Background: an optimization exercise with open tools, aiming at small area. Do not read the settings as production practice.
Only simulation tests tie the RTL to the original design; equivalence was not proved.
Power figures rest on the tool's default switching activity, not on a simulated workload.

--- design/flow/config.mk ---
export PLATFORM = sky130hd
export DESIGN_NAME = inv16_core
export DESIGN_NICKNAME = inv16_core
export VERILOG_FILES = /design/flow/design.v
export SDC_FILE = /design/flow/constraint.sdc
export NUM_CORES = 4
export LEC_CHECK = 0
export CAP_MARGIN = 20
export CORE_MARGIN = 2
export CORE_UTILIZATION = 40
export SLEW_MARGIN = 20
--- design/flow/constraint.sdc ---
create_clock -name core_clock -period 11.0 [get_ports {clk}]
set_input_delay 2.2000 -clock core_clock [delete_from_list [all_inputs] [get_ports {clk}]]
set_output_delay 2.2000 -clock core_clock [all_outputs]
set_load 0.01 [all_outputs]
--- design/flow/design.v ---
module inv16_core (
    input  wire         clk,
    input  wire         rst,           
    input  wire         start,
    input  wire [15:0]  nsteps,
    output wire         busy,
    input  wire         hw_we,
    input  wire [4:0]   hw_sel,
    input  wire [15:0]  hw_data,
    output wire [255:0] regs,
    output wire [15:0]  pc_o,
    output wire         dir_o,
    output wire [1:0]   err_o,
    output wire         halted_o,
    output wire         brk_o,
    output wire         mem_req,
    output wire         mem_we,
    output wire [15:0]  mem_addr,
    output wire [15:0]  mem_wdata,
    input  wire         mem_ack,
    input  wire [15:0]  mem_rdata
);
    localparam S_IDLE = 4'd0,  S_PCQ = 4'd1,  S_FETCH = 4'd2, S_E0 = 4'd3;
    localparam S_E1   = 4'd4,  S_E2  = 4'd5,  S_E3    = 4'd6, S_E4 = 4'd7;
    localparam S_E5   = 4'd8,  S_IT  = 4'd9,  S_WB    = 4'd10, S_WB2 = 4'd11;
    localparam S_BK1  = 4'd12, S_BK2 = 4'd13, S_BK3   = 4'd14, S_BK4 = 4'd15;
    localparam OP_ADD = 4'h0, OP_SUB = 4'h1, OP_ROR = 4'h2, OP_ROL = 4'h3;
    localparam OP_SHR = 4'h4, OP_SHL = 4'h5, OP_AND = 4'h6, OP_ORA = 4'h7;
    localparam OP_MUL = 4'h8, OP_DIV = 4'h9, OP_CMP = 4'hA, OP_JEQ = 4'hB;
    localparam OP_XRI = 4'hC, OP_SRR = 4'hD, OP_SRM = 4'hE, OP_BRK = 4'hF;
    localparam F_A = 2'd0, F_B = 2'd1, F_C = 2'd2, F_H = 2'd3;
    localparam A_0 = 2'd0, A_P = 2'd1, A_SH = 2'd2, A_K = 2'd3;
    reg [15:0] x [0:15];
    reg [15:0] pc, steps, ir, P, Q;
    reg        dir, halted, brk_hit, m, ph;
    reg [1:0]  err;
    reg [3:0]  st, cnt;
    genvar gi;
    generate
        for (gi = 0; gi < 16; gi = gi + 1) begin : g_regs
            assign regs[16*gi +: 16] = x[gi];
        end
    endgenerate
    assign busy      = (st != S_IDLE);
    assign pc_o      = pc;
    assign dir_o     = dir;
    assign err_o     = err;
    assign halted_o  = halted;
    assign brk_o     = brk_hit;
    assign mem_addr  = Q;
    assign mem_wdata = P;
    wire [3:0] op = ir[7:4];
    wire [3:0] fa = ir[3:0];
    wire [3:0] fb = ir[15:12];
    wire [3:0] fc = ir[11:8];
    function [1:0] psel(input [2:0] c, input [1:0] k);
        reg [7:0] t;
        begin
            case (c)
                3'd0: t = {2'd3, 2'd2, 2'd1, 2'd0};
                3'd1: t = {2'd3, 2'd2, 2'd0, 2'd1};
                3'd2: t = {2'd2, 2'd3, 2'd1, 2'd0};
                3'd3: t = {2'd2, 2'd3, 2'd0, 2'd1};
                3'd4: t = {2'd1, 2'd0, 2'd3, 2'd2};
                3'd5: t = {2'd0, 2'd1, 2'd2, 2'd3};
                3'd6: t = {2'd3, 2'd1, 2'd2, 2'd0};
                default: t = {2'd0, 2'd2, 2'd1, 2'd3};
            endcase
            psel = t[2*k +: 2];
        end
    endfunction
    reg        rx;             
    reg [1:0]  rf;             
    reg        rpc, rst_s, rns, rhw, rrd, rimm;
    reg        xp, xq;         
    reg [1:0]  asel;
    reg [2:0]  kv;             
    reg        bm1, bmq, binv, cin;
    reg        pen, qen, qld;
    reg        wx;             
    reg [1:0]  wf;
    reg        wpc, wsteps;
    reg        req, wreq;
    reg [3:0]  nst;
    wire [1:0] pk = psel(fc[2:0], {ph, cnt[3]});
    wire [3:0] rfield = (rf == F_A) ? fa : (rf == F_B) ? fb : fc;
    reg  [15:0] R;
    integer i;
    always @(*) begin
        R = (pc & {16{rpc}}) | (steps & {16{rst_s}}) | (nsteps & {16{rns}}) |
            (hw_data & {16{rhw}}) | (mem_rdata & {16{rrd}}) |
            ({8'h00, fb, fc} & {16{rimm}});
        for (i = 0; i < 16; i = i + 1)
            R = R | (x[i] & {16{rx && rfield == i}});
    end
    wire [15:0] X = (P & {16{xp}}) | (Q & {16{xq}});
    wire [15:0] W = R ^ X;
    wire        wz = (W == 16'h0000);
    wire        shr_op = (op == OP_ROR) || (op == OP_SHR);
    wire        shl_op = (op == OP_ROL) || (op == OP_SHL);
    wire [3:0]  sh     = Q[3:0];
    wire [4:0]  isum   = {1'b0, cnt} + {1'b0, shl_op ? ~sh : sh} + {4'd0, shl_op};
    reg  [3:0]  idx;
    reg         ival;
    always @(*) begin
        idx  = cnt;
        ival = 1'b1;
        if (shr_op) begin idx = isum[3:0]; ival = ~isum[4]; end
        if (shl_op) begin idx = isum[3:0]; ival =  isum[4]; end
        if (op == OP_SRR) idx = {pk[0], cnt[2:0]};
    end
    wire rbit = R[idx];
    reg sbit;
    always @(*) begin
        case (op)
            OP_AND:  sbit = Q[15] & rbit;
            OP_ORA:  sbit = Q[15] | rbit;
            OP_DIV:  sbit = Q[15];
            OP_SRR:  sbit = rbit;
            OP_ROR, OP_SHR, OP_ROL, OP_SHL: sbit = ival & rbit;
            default: sbit = 1'b0;
        endcase
    end
    wire [15:0] K = {{14{kv[2]}}, kv[1], kv[0]};
    reg  [15:0] A;
    always @(*) begin
        case (asel)
            A_0:  A = 16'h0000;
            A_P:  A = P;
            A_SH: A = {P[14:0], sbit};
            default: A = K;
        endcase
    end
    wire        bm   = bm1 | (bmq & Q[15]);
    wire [15:0] B    = (R & {16{bm}}) ^ {16{binv}};
    wire [16:0] SUM  = {1'b0, A} + {1'b0, B} + {16'd0, cin};
    wire        cout = SUM[16];
    wire        qbit = (op == OP_DIV) ? (m | cout) : sbit;
    wire last = (cnt == 4'd0);
    wire two  = (op == OP_DIV) || (op == OP_SRR);
    always @(*) begin
        rx = 1'b0; rf = F_A; rpc = 1'b0; rst_s = 1'b0; rns = 1'b0; rhw = 1'b0;
        rrd = 1'b0; rimm = 1'b0; xp = 1'b0; xq = 1'b0;
        asel = A_0; kv = 3'b000; bm1 = 1'b0; bmq = 1'b0; binv = 1'b0; cin = 1'b0;
        pen = 1'b0; qen = 1'b0; qld = 1'b0;
        wx = 1'b0; wf = F_A; wpc = 1'b0; wsteps = 1'b0;
        req = 1'b0; wreq = 1'b0;
        nst = st;
        if (!rst) begin
            case (st)
                S_IDLE: begin
                    if (start) begin
                        rns = 1'b1; wsteps = 1'b1;
                        if (err == 2'd0 && !halted && !wz) nst = S_PCQ;
                    end else if (hw_we) begin
                        rhw = 1'b1;
                        wf  = F_H;
                        wx  = !hw_sel[4];
                        wpc = (hw_sel == 5'd16);
                    end
                end
                S_PCQ: begin
                    rpc = 1'b1; qen = 1'b1; qld = 1'b1;
                    nst = S_FETCH;
                end
                S_FETCH: begin
                    req = 1'b1; rrd = 1'b1; bm1 = 1'b1; pen = 1'b1;
                    if (mem_ack) nst = S_E0;
                end
                S_E0: begin
                    case (op)
                        OP_ADD, OP_SUB, OP_CMP: begin
                            rx = 1'b1; rf = F_B; bm1 = 1'b1; pen = 1'b1;
                            nst = S_E1;
                        end
                        OP_ROR, OP_ROL, OP_SHR, OP_SHL, OP_AND, OP_ORA, OP_MUL: begin
                            rx = 1'b1; rf = F_C; qen = 1'b1; qld = 1'b1;
                            nst = S_IT;
                        end
                        OP_DIV: begin
                            rx = 1'b1; rf = F_C;
                            nst = wz ? S_BK1 : S_E1;
                        end
                        OP_JEQ: begin
                            rx = 1'b1; rf = F_B; qen = 1'b1; qld = 1'b1;
                            nst = S_E1;
                        end
                        OP_XRI: begin
                            rimm = 1'b1; bm1 = 1'b1; pen = 1'b1;
                            nst = S_WB;
                        end
                        OP_SRR: begin
                            nst = fc[3] ? S_IDLE : S_IT;
                        end
                        OP_SRM: begin
                            rx = 1'b1; rf = F_A; bm1 = 1'b1; pen = 1'b1;
                            nst = S_E1;
                        end
                        default: begin  
                            nst = (fa == 4'hF && fb == 4'hF) ? S_IDLE : S_BK1;
                        end
                    endcase
                end
                S_E1: begin
                    case (op)
                        OP_ADD, OP_SUB: begin
                            rx = 1'b1; rf = F_C; asel = A_P; bm1 = 1'b1;
                            binv = (op == OP_SUB); cin = (op == OP_SUB); pen = 1'b1;
                            nst = S_WB;
                        end
                        OP_CMP: begin
                            rx = 1'b1; rf = F_C; asel = A_P; bm1 = 1'b1;
                            binv = 1'b1; cin = 1'b1; pen = 1'b1;
                            nst = S_E2;
                        end
                        OP_DIV: begin
                            rx = 1'b1; rf = F_B; qen = 1'b1; qld = 1'b1; pen = 1'b1;
                            nst = S_IT;
                        end
                        OP_JEQ: begin
                            rx = 1'b1; rf = F_C; xq = 1'b1;
                            nst = wz ? S_E2 : S_BK1;
                        end
                        default: begin  
                            rx = 1'b1; rf = F_B; qen = 1'b1; qld = 1'b1;
                            nst = S_E2;
                        end
                    endcase
                end
                S_E2: begin
                    case (op)
                        OP_CMP: begin
                            xp = 1'b1; asel = A_K; pen = 1'b1;
                            kv = wz ? 3'b000 : m ? 3'b001 : 3'b111;
                            nst = S_WB;
                        end
                        OP_JEQ: begin
                            rx = 1'b1; rf = F_A;
                            if (R[0]) nst = S_IDLE;
                            else begin qen = 1'b1; qld = 1'b1; nst = S_E3; end
                        end
                        default: begin  
                            req = 1'b1; rrd = 1'b1; wx = mem_ack;
                            if (mem_ack) nst = S_E3;
                        end
                    endcase
                end
                S_E3: begin
                    if (op == OP_JEQ) begin
                        req = 1'b1; rrd = 1'b1; xp = 1'b1;
                        if (mem_ack) nst = wz ? S_E4 : S_IDLE;
                    end else begin  
                        req = 1'b1; wreq = 1'b1;
                        if (mem_ack) nst = S_BK1;
                    end
                end
                S_E4: begin
                    rpc = 1'b1; wx = 1'b1;
                    nst = S_E5;
                end
                S_E5: begin
                    xq = 1'b1; wpc = 1'b1;
                    nst = S_BK3;
                end
                S_IT: begin
                    if (two && !ph) begin
                        if (op == OP_SRR) begin
                            rx = 1'b1; rf = pk[1] ? F_B : F_A;
                        end
                        asel = A_SH; pen = 1'b1;
                    end else if (two) begin
                        if (op == OP_SRR) begin
                            rx = 1'b1; rf = pk[1] ? F_B : F_A;
                            qen = 1'b1;
                        end else begin  
                            rx = 1'b1; rf = F_C; asel = A_P; bm1 = 1'b1;
                            binv = 1'b1; cin = 1'b1; pen = qbit; qen = 1'b1;
                        end
                        if (last) nst = S_WB;
                    end else begin
                        rx = 1'b1; rf = F_B; asel = A_SH; pen = 1'b1;
                        bmq = (op == OP_MUL);
                        qen = (op == OP_AND) || (op == OP_ORA) || (op == OP_MUL);
                        if (last) nst = S_WB;
                    end
                end
                S_WB: begin
                    wx = 1'b1;
                    if (op == OP_SRR) begin
                        xp = 1'b1; nst = S_WB2;
                    end else begin
                        rx = 1'b1; rf = F_A;
                        xq = (op == OP_DIV); xp = (op != OP_DIV);
                        nst = S_BK1;
                    end
                end
                S_WB2: begin
                    xq = 1'b1; wx = 1'b1; wf = F_B;
                    nst = S_BK1;
                end
                S_BK1: begin
                    rpc = 1'b1; asel = A_K; kv = {dir, 2'b10}; bm1 = 1'b1; pen = 1'b1;
                    nst = S_BK2;
                end
                S_BK2: begin
                    xp = 1'b1; wpc = 1'b1; qen = 1'b1; qld = 1'b1;
                    nst = S_BK3;
                end
                S_BK3: begin
                    rst_s = 1'b1; asel = A_K; kv = 3'b111; bm1 = 1'b1; pen = 1'b1;
                    nst = S_BK4;
                end
                default: begin  
                    xp = 1'b1; wsteps = 1'b1;
                    nst = (wz || brk_hit) ? S_IDLE : S_FETCH;
                end
            endcase
        end
    end
    assign mem_req = req;
    assign mem_we  = wreq;
    wire [3:0] wfield = (wf == F_A) ? fa : (wf == F_B) ? fb : hw_sel[3:0];
    always @(posedge clk) begin
        for (i = 0; i < 16; i = i + 1)
            if (rst || (wx && wfield == i)) x[i] <= W;
        if (rst || wpc) pc <= W;
        if (wsteps) steps <= W;
        if (st == S_FETCH) ir <= mem_rdata;
        if (pen) P <= SUM[15:0];
        if (qen) Q <= qld ? W : {Q[14:0], qbit};
    end
    always @(posedge clk) begin
        st  <= rst ? S_IDLE : nst;
        cnt <= (st == S_IT) ? ((two && !ph) ? cnt : cnt - 4'd1) : 4'd15;
        ph  <= (st == S_IT && two) ? ~ph : 1'b0;
        if (st == S_E1) m <= cout;                
        if (st == S_IT && !ph) m <= P[15];        
    end
    always @(posedge clk) begin
        if (rst) begin
            dir     <= 1'b0;
            err     <= 2'd0;
            halted  <= 1'b0;
            brk_hit <= 1'b0;
        end else begin
            case (st)
                S_IDLE: begin
                    if (start)
                        brk_hit <= 1'b0;
                    else if (hw_we) begin
                        if (hw_sel == 5'd17) dir <= hw_data[0];
                        if (hw_sel == 5'd18) err <= hw_data[1:0];
                    end
                end
                S_E0: begin
                    if (op == OP_SRR && fc[3]) err <= 2'd3;
                    if (op == OP_BRK) begin
                        brk_hit <= 1'b1;
                        if (fa == 4'hF && fb == 4'hF) halted <= 1'b1;
                    end
                end
                S_E2: if (op == OP_JEQ && R[0]) err <= 2'd1;
                S_E3: if (op == OP_JEQ && mem_ack && !wz) err <= 2'd2;
                default: ;
            endcase
        end
    end
endmodule
--- design/flow/run.sh ---
#!/bin/bash
# synth_recipe.tcl (not shown) runs the flow's synth.tcl, then flattens the netlist and writes it again
# the make line also repeats each setting of config.mk as NAME=value (left out here)
make -C /OpenROAD-flow-scripts/flow DESIGN_CONFIG=/design/flow/config.mk WORK_HOME=/design/flow/orfs CLKGATE_MAP_FILE= SYNTH_SCRIPT=/design/flow/synth_recipe.tcl finish
==> reports/metrics.cfg <==
[cells_and_area]
diodes = 0
fin_cells = 2587
final_common_cell = clkdlybuf4s50_1
drive_gt1_share_pct = 13.9
fill_cells = 3892
final_cell_mix = clkdlybuf4s50_1, edfxtp_1, buf_4
finalNetCount = 2037
syn_to_final_growth_pct = 35.7

[clock_tree]
clkLatencyLatePin_ns = 0.58
cts_max_level = 2
cts_buffers = 38
cts_buffer_depth = 3
postCtsHoldBufs = 0
post_cts_buffers = 0
cts_tree = yes
clk_pin_slew_ns = 0.07
post_cts_resized = 0
cts.sinks = 351
cts_root_buf = clkbuf_16

[drt]
ant_nets = 0
post-route-drc-count = 0
drt-initial-drc-count = 2342
highest_layer = met4
met3RoutedLength_um = 8950
routedWlPerCell_um = 34.6
routed_wl_um = 89500
vias = 16900
met1_length_um = 35100
drtPass1Iterations = 8
dr_wl_met2_um = 41300
vias_per_cell = 6.53

[floorplan]
die_area_mm2 = 0.0471
coreArea_mm2 = 0.0451
num_rows = 78
die_w_um = 217
die_h_um = 217
ios = 370
initial_core_util_pct = 40.2

[power]
peakVddDrop_uv = 209
p_int_mw = 3.81
cellLeakagePower_nw = 8.81
pwr-share-comb_pct = 37.8
power_frac_seq_pct = 38.4
power_frac_clock_pct = 23.8
switching_power_mw = 2.32
swShare_pct = 37.8
powerDensity_mw_per_mm2 = 249

[synth]
yosysUniqueCellTypes = 106
post_synth.cell_area_avg_um2 = 11.9
synthXorXnorAreaFrac_pct = 1.59
ys_seq_area_share_pct = 57.3
ys.flop_type = edfxtp_1
syn_inst = 1527
async_flop_share_pct = 0
synth_edf_count = 337
synth_nets = 1606
syn-cell-area_mm2 = 0.0181
muxShareOfSynthArea_pct = 4.63
yosysWarningCount = 2
synth_top_family_by_area = compound AO/OA/AOI/OAI gates
ys_seq_elements = 351
yosys.area_share.simple_pct = 12.7
synth-adder-area-share_pct = 1.59
synth_compound_area_share_pct = 19.0

[sta]
fmax_mhz = 97.3
finalHoldViolCount = 0
fin_skew_ns = 0.0251
period_share_pct = 93.4
finalMaxSlewViolations = 0
tns_ns = 0
worst_slack_ns = 0.721
setup_viol = 0
max_slew_margin_pct = 23.5
rsz0062_at_grt = no
period_needed_ns = 10.28
tightest_slew_ns = 1.15

[setup_path]
worst-setup-path-type = in2reg
reg2reg_to = P[8]$_DFFE_PP_
cp_max_fo = 19
cp-end-kind = flip-flop
cp_common_cell = a21oi_1
crit_path_max_incr_delay_ns = 0.62
r2r_setup_slack_ns = 1.39
rr_startpoint = st[0]$_SDFFE_PP0P_
critPathLaunchType = input port
slowest_stage = or4_4
rr_worst_depth = 32
cp_data_required_time_ns = 11.31
cp_data_arrival_time_ns = 10.59

[place]
place_hpwl_um = 66500
dpl.cell_count = 2518
dp_slack_ns = 0.218
numPortBuffers = 369
place_congestion = 1.04

[global_routing]
overflow = 0
antenna_found_initial = 1
grt_util_all_layers_pct = 37.3
grt_max_degree = 30
grt_pass1_vias = 16300
grt_pass1_wl_um = 124000

[worst_hold_path]
hold_path_depth = 2
min_to = err[1]$_SDFFE_PP0P_
hp-start = err[1]$_SDFFE_PP0P_
min_path_type = reg2reg

[status]
outcome = finished clean

[job]
cap_violations = 0

[power groups by stage]
stage                     registers [mW]  logic, mW  clock network [mW]
final                               2.35       2.32                1.46
after global routing                2.36       2.40                1.51
after CTS                           2.33       2.29                1.46
after detailed placement            2.35       2.27                   0
after global placement              2.37       2.28                   0
after floorplan                     2.31      0.841                   0
[metal layers]
layer  vias to the layer above  GRT usage [%]
met5                         -              0
met4                         0           15.5
met3                       212           7.28
met2                      1261           59.7
met1                      8432           49.9
li1                       6985              -
[cell type report]
cell class / count / area [um^2] / area share (%)
sequential: 351 / 10400 / 42.2
multi-input combinational: 1048 / 7380 / 30.0
timing repair buffer: 485 / 4560 / 18.5
clock buffer: 44 / 973 / 3.95
tap: 600 / 751 / 3.05
clock inverter: 25 / 424 / 1.72
inverter: 34 / 128 / 0.518
[state kept, by name (all words and copies together) (netlist names), 2 cells and up]
name and cells:
cnt 4, P 16, ir 16, pc 16, Q 16, x 256, err 2, steps 16
st 4
[cells by family (layout without fill, tap and decap cells)]
group           count (synthesis)  count (layout)
fa+ha+maj                      22              22
flops                         351             351
buf+inv                       128             588
mux                            79              79
compound gates                476             476
simple gates                  438             438
xor+xnor                       33              33
[cells in the mapped netlist (all sizes together) (9+ instances only)]
library cell	count	area share, %
dfxtp	14	1.5
nor2	79	1.7
a2111oi	22	1.1
xnor2	26	1.3
a221oi	16	0.81
or3	14	0.51
nand4	15	0.52
buf	40	1.3
nor3	36	1.1
nand2b	16	0.55
o2111ai	9	0.43
o21a	9	0.37
o22ai	12	0.48
mux2	29	1.8
edfxtp	337	56
nand3	73	2.1
mux2i	49	2.7
or2	13	0.45
nand2	114	2.4
a21oi	60	1.7
clkbuf	54	1.1
nor4	10	0.41
a221o	24	1.3
o211ai	14	0.61
a22oi	54	2.2
o31ai	17	0.70
a211oi	29	1.3
ha	19	1.3
o21ai	108	3.0
inv	33	0.68
and3	19	0.66
nor4b	9	0.55
a31oi	9	0.31
[through the flow]
stage	total power, mW	hold WS [ns]	util (%)	area, um^2
after floorplan	3.15	0.495	-	18100
after global placement	4.65	0.476	51.5	23200
after detailed placement	4.63	0.502	51.5	23200
after CTS	6.09	0.511	54.6	24600
after global routing	6.28	0.545	54.6	24600
final	6.13	0.507	54.6	24600
[worst max-delay path, delay by kind of cell]
family,cells,cell delay (ns)
compound gates,19,4.06
xor+xnor,1,0.17
fa+ha+maj,1,0.30
buf+inv,6,1.61
mux,1,0.39
simple gates,6,1.87
[worst max-delay path by stage]
stage,start,end
final,rst,P[8]$_DFFE_PP_
after CTS,rst,P[9]$_DFFE_PP_
after detailed placement,rst,P[7]$_DFFE_PP_
after floorplan,rst,P[0]$_DFFE_PP_
after global placement,rst,P[8]$_DFFE_PP_
after global routing,rst,P[14]$_DFFE_PP_

## static timing again, ports no longer ideal
How much do the figures lean on ideal ports? The routed layout below was timed once more, with nothing changed but the port constraints. Step 1: set_driving_cell puts a clkbuf_16 on clk and a buf_2 on each other input, an assumption about the parent block. Step 2 moves the port delays by t, midway between the first and last clock arrival at a register: inputs arrive t later, outputs are due t later. That takes back most of the time a late clock gives input paths. a / b / c = ideal / step 1 / step 2; a / b = the first two.
shift t [ns]: 0.621
setup WS [ns]: 0.721 / 0.747 / 0.126
hold WS [ns]: 0.507 / 0.507 / 0.507
worst setup path after step 2: input to register
After both steps setup and hold are still met in this run. The setup slack of this run moves by +0.026 ns with the drivers and by -0.595 ns with both steps.
